This design comes from an exercise in tuning for a short achievable clock period and few clock cycles on the open sky130 flow, not from production work.
Only simulation tests tie the RTL to the original design; equivalence was not proved.
No activity file was given, so power comes from the tool's default toggle rates.

== violet ==
==> flow/design.v (excerpt) <==
module tcpu_core (
    input  wire        clk,
    input  wire        rst,
    output reg         mem_req,
    output reg         mem_we,
    output reg  [15:0] mem_addr,
    output reg  [7:0]  mem_wdata,
    input  wire        mem_gnt,
    input  wire        mem_rvalid,
    input  wire [7:0]  mem_rdata,
    input  wire        ev_post,
    input  wire [2:0]  ev_kind,
    input  wire [15:0] ev_payload,
    output reg         disk_req,
    output reg         disk_drive,
    output reg         disk_write,
    output reg  [15:0] disk_maddr,
    output reg  [15:0] disk_daddr,
    output reg         halted,
    output reg         waiting,
    output reg  [1:0]  halt_cause,
    input  wire [3:0]  dbg_sel,
    output reg  [15:0] dbg_data
);
make LEC_CHECK=0 ABC_CLOCK_PERIOD_IN_PS=4000 CAP_MARGIN=30 CORE_MARGIN=2 CORE_UTILIZATION=35 PLACE_DENSITY=0.5 SETUP_SLACK_MARGIN=5 SLEW_MARGIN=20 TNS_END_PERCENT=10 finish   # period 10.0 ns
run.sh (not shown) runs the stock make flow with config.mk's settings and CLKGATE_MAP_FILE= SYNTH_SCRIPT=/design/flow/synth_recipe.tcl, a recipe that flattens the netlist after the stock synthesis.
Testbench counts of violet, summed over its fixed seeds: cycles 111,873.
diff inputs: violet => cedar
--- a/flow/design.v
+++ b/flow/design.v
@@ -386,22 +386,23 @@
     wire ex_free  = ~e_v | e_go;
     wire [15:0] cs_d  = sc_w - cs;
     wire        cs_ov = sc_v & ((cs_d <= 16'd7) | (cs_d == 16'hFFFF));
     wire hv       = lk_v & lk_hit;
     wire hit_pre  = hv & ex_free & ~halting & ~fhold & ~cs_ov;
     wire hit_ok   = hit_pre & ~kill;
     wire dec_run  = have & ~halting & ~kill & ~hv;
     wire bad_op   = (dst == D_OP) & ~op_legal;
     wire bad_dst  = (dst == D_OB) & r_adst & head[7];
     wire bad_fire = dec_run & (bad_op | bad_dst) & ~e_v & ~wt;
     wire cons     = dec_run & ~bad_op & ~bad_dst & (~last | ex_free);
+    wire cons_nk  = have & ~halting & ~hv & ~bad_op & ~bad_dst & (~last | ex_free);
     wire issue    = cons & last;
     wire d_red    = issue & d_pred;
     wire        flush  = xflush | d_red | hit_ok;
     wire dec_pre  = have & ~halting & ~hv;
     wire dec_rdy  = dec_pre & ~bad_op & ~bad_dst & last;
     wire iss_pre  = dec_rdy & ex_free;
     wire [4:0]  ia_x = lk_pnx;
     wire [15:0] c_pn = h_pt ? h_bimm : h_nip;
     assign      ic_x = d_nip[4:0] ^ d_nip[9:5];
     wire [4:0]  ib_x = cidx;
     reg  [NC-1:0] eq_a, eq_b, eq_c;
@@ -439,23 +440,23 @@
     wire [15:0] n_aimm  = hv ? lk_aimm : aimm;
     wire [15:0] n_bimm  = hv ? lk_bimm : bimm;
     wire [15:0] n_simm  = hv ? lk_bsimm : d_bsimm;
     wire [15:0] n_va    = ~ld_pre ? (e_areg  ? fx[e_ra]    : e_va) :
                           ~n_areg ? n_aimm : (ex_wr_a & (e_ra == sel_a)) ? ex_wval : fx[sel_a];
     wire [15:0] n_vb    = ~ld_pre ? (e_breg  ? fx[e_rb]    : e_vb) :
                           ~n_breg ? n_bimm : (ex_wr_a & (e_ra == sel_b)) ? ex_wval : fx[sel_b];
     wire [15:0] n_vs    = ~ld_pre ? (e_bsreg ? fx[e_bsidx] : e_xbase) :
                           ~n_sreg ? n_simm : (ex_wr_a & (e_ra == sel_s)) ? ex_wval : fx[sel_s];
     wire [15:0] f_tgt  = xflush ? x_tgt : hit_ok ? h_pn : bimm;
     wire rd_room = (tcnt <= 4'd5);
-    wire [2:0]  fcred_c = flush ? 3'd0 : (fcred - {2'd0, cons});
+    wire [2:0]  fcred_c = flush ? 3'd0 : (fcred - {2'd0, cons_nk});
     wire [15:0] fl_p1   = fl + 16'd1;
     wire [15:0] fp_c    = flush ? f_tgt : fl_ex ? fl : fl_p1;
     wire fhold_c = (exe & e_ret & ~sb) ? 1'b1 : r_go ? 1'b0 : fhold;
     wire f_ok    = ~fhold_c & ~halting & ~bad_fire & ~(exe & e_halt) &
                    (fcred_c < LIMIT) & rd_room;
     integer i;
     reg [3:0] tcnt_n;
     reg [1:0] ptag;
     reg [2:0] qn;
     reg       n0_v, n0_word, n0_ret, n1_v;
     reg [2:0] n0_dst;
@@ -585,33 +586,33 @@
             end
             if (acc_rd) begin
                 ptag = ~rq_f ? T_D : (rq_x | flush) ? T_X : T_F;
                 tq[tcnt_n[2:0]] <= ptag;
                 tcnt_n = tcnt_n + 4'd1;
             end
             tcnt <= tcnt_n;
             if (flush) begin
                 iq_cnt <= 3'd0;
             end else begin
                 qn = iq_cnt;
-                if (cons & qhave) begin
+                if (cons_nk & qhave) begin
                     iq[0] <= iq[1];
                     qn = qn - 3'd1;
                 end
-                if (resp_f & ~(cons & ~qhave)) begin
+                if (resp_f & ~(cons_nk & ~qhave)) begin
                     iq[qn[0]] <= mem_rdata;
                     qn = qn + 3'd1;
                 end
                 iq_cnt <= qn;
             end
-            if (cons) begin
+            if (cons_nk) begin
                 dptr <= d_nip;
                 case (dst)
                     D_OP:  begin
                         op     <= head;
                         r_asrc <= a_src;
                         r_bsrc <= b_src;
                         r_adst <= a_dst;
                         r_lo   <= lo;
                     end
                     D_OB:  ob <= head;
                     D_IA0: ia[7:0]  <= head;
Results
- Per the final summary, cedar finished and its layout is clean on timing, DRC and antenna.
- Sort cedar and violet by register-to-register slack asc -> top: violet
- Diff violet..cedar | fraction of the mapped netlist area in adder cells | negligible
- Number of CTS-inserted buffers essentially unchanged between violet and cedar.
- Global-route usage is lower on violet
- Sequential share of layout area across cedar and violet: no real change.
- Proportion of power drawn by the clock network, cedar and violet, higher one = violet.
- Of cedar and violet, the higher final clock skew belongs to violet.
- The estimated power of cedar ends up higher than the estimate for violet.
- Of cedar and violet, the run reporting the higher synthesized area was cedar.
- As of cedar, non-clock buffer count had fallen by a few percent compared to violet.
- violet has a lower synthesized cell count than cedar.
- | number of global-route vias before repair | cedar vs violet | 2443 higher |
- Across both runs, cell count was higher for cedar than for violet.
Testbench counts of cedar, summed over its fixed seeds: cycles 111,873.

[static timing again, ports no longer ideal]
How much do the figures lean on ideal ports? The routed layouts below were timed once more, with nothing changed but the port constraints. Step 1 sets driving cells, clkbuf_16 on the clock port and buf_2 on the other inputs (assumed; they add their load-dependent delay and slew). Step 2 adds t to the input delays and takes it off the output delays; t is the mean of the earliest and latest rising clock arrival at the registers after step 1. Input paths then give back, and output paths get back, about the clock's delay inside the block. a / b / c = ideal / step 1 / step 2; a / b = the first two.
| run | t, ns | setup slack, ns | worst setup path at the end | slew at the worst register clock pin (ns) |
|---|---|---|---|---|
| violet | 1.250 | 4.544 / 4.471 / 3.366 | input to register | 0.07 / 0.07 |
| cedar | 1.241 | 4.211 / 4.143 / 3.507 | input to register | 0.08 / 0.08 |
After both steps every run listed still meets setup and hold. The setup slack of violet, which loses most, moves by -0.073 ns with the drivers and by -1.178 ns with both steps.
